From an optimization exercise on the open Yosys and OpenROAD flow, aimed at small area; shortcuts taken in it are not production practice.
Only simulation tests tie the RTL to the original design; equivalence was not proved.
Power figures rest on the tool's default switching activity, not on a simulated workload.

Setup of job 101:
## tsld_raster
module tsld_raster #(
    parameter W          = 32,
    parameter H          = 16,
    parameter FONT_COUNT = 95
) (
    input             clk,
    input             rst,
    input             cmd_valid,
    output            cmd_ready,
    input      [31:0] cmd_w0,
    input      [31:0] cmd_w1,
    input      [31:0] cmd_w2,
    input      [31:0] cmd_w3,
    output            pix_we,
    output      [4:0] pix_x,
    output      [3:0] pix_y,
    output     [23:0] pix_color,
    output            busy,
    output            halted,
    output      [3:0] fault_cause,
    output      [7:0] fault_op
);
    localparam S_IDLE = 6'd0;
    localparam S_HALT = 6'd1;
    localparam S_PXY  = 6'd2;    
    localparam S_PIX  = 6'd3;    
    localparam S_D0   = 6'd4;    
    localparam S_D1   = 6'd5;    
    localparam S_L2   = 6'd6;    
    localparam S_L3   = 6'd7;    
    localparam S_L4   = 6'd8;    
    localparam S_L5   = 6'd9;    
    localparam S_LA   = 6'd10;   
    localparam S_LB   = 6'd11;   
    localparam S_LC   = 6'd12;   
    localparam S_LD   = 6'd13;   
    localparam S_G0   = 6'd14;   
    localparam S_RF   = 6'd15;   
    localparam S_O1   = 6'd16;   
    localparam S_O2   = 6'd17;   
    localparam S_O3   = 6'd18;   
    localparam S_O4   = 6'd19;   
    localparam S_C0   = 6'd20;   
    localparam S_C1   = 6'd21;   
    localparam S_CK   = 6'd22;   
  ...
Size: about 2100 cells after synthesis, about 170 flip-flops, roughly 180 I/O pins, roughly 0.015 mm² of cells after synthesis.
Settings: LEC_CHECK=0, ABC_AREA=1, ABC_CLOCK_PERIOD_IN_PS=12000, CAP_MARGIN=20, CORE_MARGIN=2, CORE_UTILIZATION=40, CTS_BUF_LIST=sky130_fd_sc_hd__clkbuf_8, CTS_CLUSTER_DIAMETER=25, CTS_CLUSTER_SIZE=10, PLACE_DENSITY=0.5, SETUP_SLACK_MARGIN=0.3, SLEW_MARGIN=20; clock period 16.0 ns.
standard.sh (not shown) runs the stock make flow with config.mk's settings and CLKGATE_MAP_FILE= SYNTH_SCRIPT=/design/flow/synth_recipe.tcl, a recipe that flattens the netlist after the stock synthesis.
==> flow/flow/run.sh <==
#!/bin/bash
# The standard layout (the standard.sh, unchanged synthesis), with the port buffers that
# buffer_ports inserts on every input and output made sky130_fd_sc_hd__buf_1.
set -euo pipefail
bash standard.sh "BUFFER_PORTS_ARGS=-buffer_cell sky130_fd_sc_hd__buf_1" finish > standard_flow.log 2>&1
Input changes introduced in job 102 (baseline for comparison: job 101):
--- a/flow/design.v
+++ b/flow/design.v
@@ -129,27 +129,17 @@
         case (qsel)
             3'd1: Q = {A[15] & !zx, A};
             3'd2: Q = {B[15] & !zx, B};
             3'd3: Q = {C[15], C};
             3'd4: Q = {D[15], D};
             default: Q = 17'sd0;
         endcase
     end
-    wire        [16:0] Qx = Q ^ {17{qinv}};
-    wire        [17:0] Sc;
-    wire signed [16:0] S;
-    assign Sc[0] = cin;
-    genvar gi;
-    generate
-        for (gi = 0; gi < 17; gi = gi + 1) begin : g_add
-            assign S[gi]    = P[gi] ^ Qx[gi] ^ Sc[gi];
-            assign Sc[gi+1] = (P[gi] & Qx[gi]) | (Sc[gi] & (P[gi] ^ Qx[gi]));
-        end
-    endgenerate
+    wire signed [16:0] S = P + (Q ^ {17{qinv}}) + {16'd0, cin};
     wire               Sneg = S[16];
     wire maj_neg = steep ? sy : sx;
     wire min_neg = steep ? sx : sy;
     always @(*) begin
         psel = 3'd0; qsel = 3'd0; qinv = 1'b0; cin = 1'b0;
         case (state)
             S_D0: begin psel = 3'd1; qsel = 3'd3; qinv = 1'b1; cin = 1'b1; end    
             S_D1: begin psel = 3'd2; qsel = 3'd4; qinv = 1'b1; cin = 1'b1; end    
Results
- Job 102 reports its cell with the largest stage delay on the worst path as sky130_fd_sc_hd__fa_1 while job 101 reports sky130_fd_sc_hd__nor2_2.
- On delay of the slowest cell on the worst path: between job 101 and job 102, it ends up higher for job 101.
- Die area | job 102 > job 101
- The higher global placement routability congestion came out of job 102.
- Taking job 101 as 1.0, job 102 lands at 1.05 on detailed route wirelength on metal2.
- For job 101 and job 102, there was not a single run that failed to finish clean.
- Compared job 102 against job 101; clock skew within noise.

========
## lane 2
RTL: one of the versions met above, not the one the previous note started from.
For scale: roughly 2200 cells after synthesis, roughly 16000 sq um of cells after synthesis.
export LEC_CHECK = 0
export ABC_AREA = 1
export ABC_CLOCK_PERIOD_IN_PS = 12000
export CAP_MARGIN = 20
export CORE_MARGIN = 2
export CORE_UTILIZATION = 40
export PLACE_DENSITY = 0.5
export SETUP_SLACK_MARGIN = 0.3
export SLEW_MARGIN = 20
create_clock -name core_clock -period 16.0 [get_ports {clk}]
Scripts as last shown in full above: flow/flow/run.sh
### lane 2 -> lane 1
--- a/flow/design.v
+++ b/flow/design.v
@@ -128,19 +128,29 @@
         endcase
         case (qsel)
             3'd1: Q = {A[15] & !zx, A};
             3'd2: Q = {B[15] & !zx, B};
             3'd3: Q = {C[15], C};
             3'd4: Q = {D[15], D};
             default: Q = 17'sd0;
         endcase
     end
-    wire signed [16:0] S = P + (Q ^ {17{qinv}}) + {16'd0, cin};
+    wire        [16:0] Qx = Q ^ {17{qinv}};
+    wire        [17:0] Sc;
+    wire signed [16:0] S;
+    assign Sc[0] = cin;
+    genvar gi;
+    generate
+        for (gi = 0; gi < 17; gi = gi + 1) begin : g_add
+            assign S[gi]    = P[gi] ^ Qx[gi] ^ Sc[gi];
+            assign Sc[gi+1] = (P[gi] & Qx[gi]) | (Sc[gi] & (P[gi] ^ Qx[gi]));
+        end
+    endgenerate
     wire               Sneg = S[16];
     wire maj_neg = steep ? sy : sx;
     wire min_neg = steep ? sx : sy;
     always @(*) begin
         psel = 3'd0; qsel = 3'd0; qinv = 1'b0; cin = 1'b0;
         case (state)
             S_D0: begin psel = 3'd1; qsel = 3'd3; qinv = 1'b1; cin = 1'b1; end    
             S_D1: begin psel = 3'd2; qsel = 3'd4; qinv = 1'b1; cin = 1'b1; end    
             S_L2: begin psel = 3'd1; qsel = 3'd3; qinv = 1'b1; cin = 1'b1; end    
### Flow results
Lane 1: combinational fraction of design power is 4.4 points lower than what lane 2 reported. The via count of the first global-routing pass of lane 1 falls short of that of lane 2 by about 3%. For lane 1, the uppermost signal routing layer after detailed routing was met5, unlike lane 2, where it was met4. Relative to lane 2, lane 1 improves power. Lane 2 has a higher core outline area than lane 1. Lane 1 finished all stages; the layout is clean. Of lane 1 and lane 2, the run reporting the lower post-synthesis compound-gate area fraction was lane 1. Critical path start-end classification: register to output pin -> lane 2, register to register -> lane 1. In the reports for lane 1 and lane 2, the larger total number of multi-input combinational cells belongs to lane 2. Compared lane 1 vs lane 2, and first-pass iteration count of the detailed router is up in lane 1.

afterwards: timing with drivers on the ports:
The results above use ideal ports. As a check the final layouts listed here were re-extracted and re-timed, cells and wires unchanged.
Step 1: set_driving_cell puts a clkbuf_16 on clk and a buf_2 on each other input, an assumption about the parent block.
Step 2 moves the port delays by t, midway between the first and last clock arrival at a register: inputs arrive t later, outputs are due t later. That takes back most of the time a late clock gives input paths.
a / b / c = ideal / step 1 / step 2; a / b = the first two.
| run | shift t [ns] | setup WS [ns] | slew at the worst register clock pin (ns) |
|---|---|---|---|
| job 101 | 0.629 | 4.461 / 4.461 / 4.461 | 0.12 / 0.12 |
| job 102 | 0.609 | 6.674 / 6.618 / 7.227 | 0.12 / 0.12 |
| lane 2 | 0.555 | 6.703 / 6.644 / 7.199 | 0.08 / 0.08 |
| lane 1 | 0.556 | 4.561 / 4.561 / 4.561 | 0.08 / 0.08 |
After both steps setup and hold are still met in every run listed.
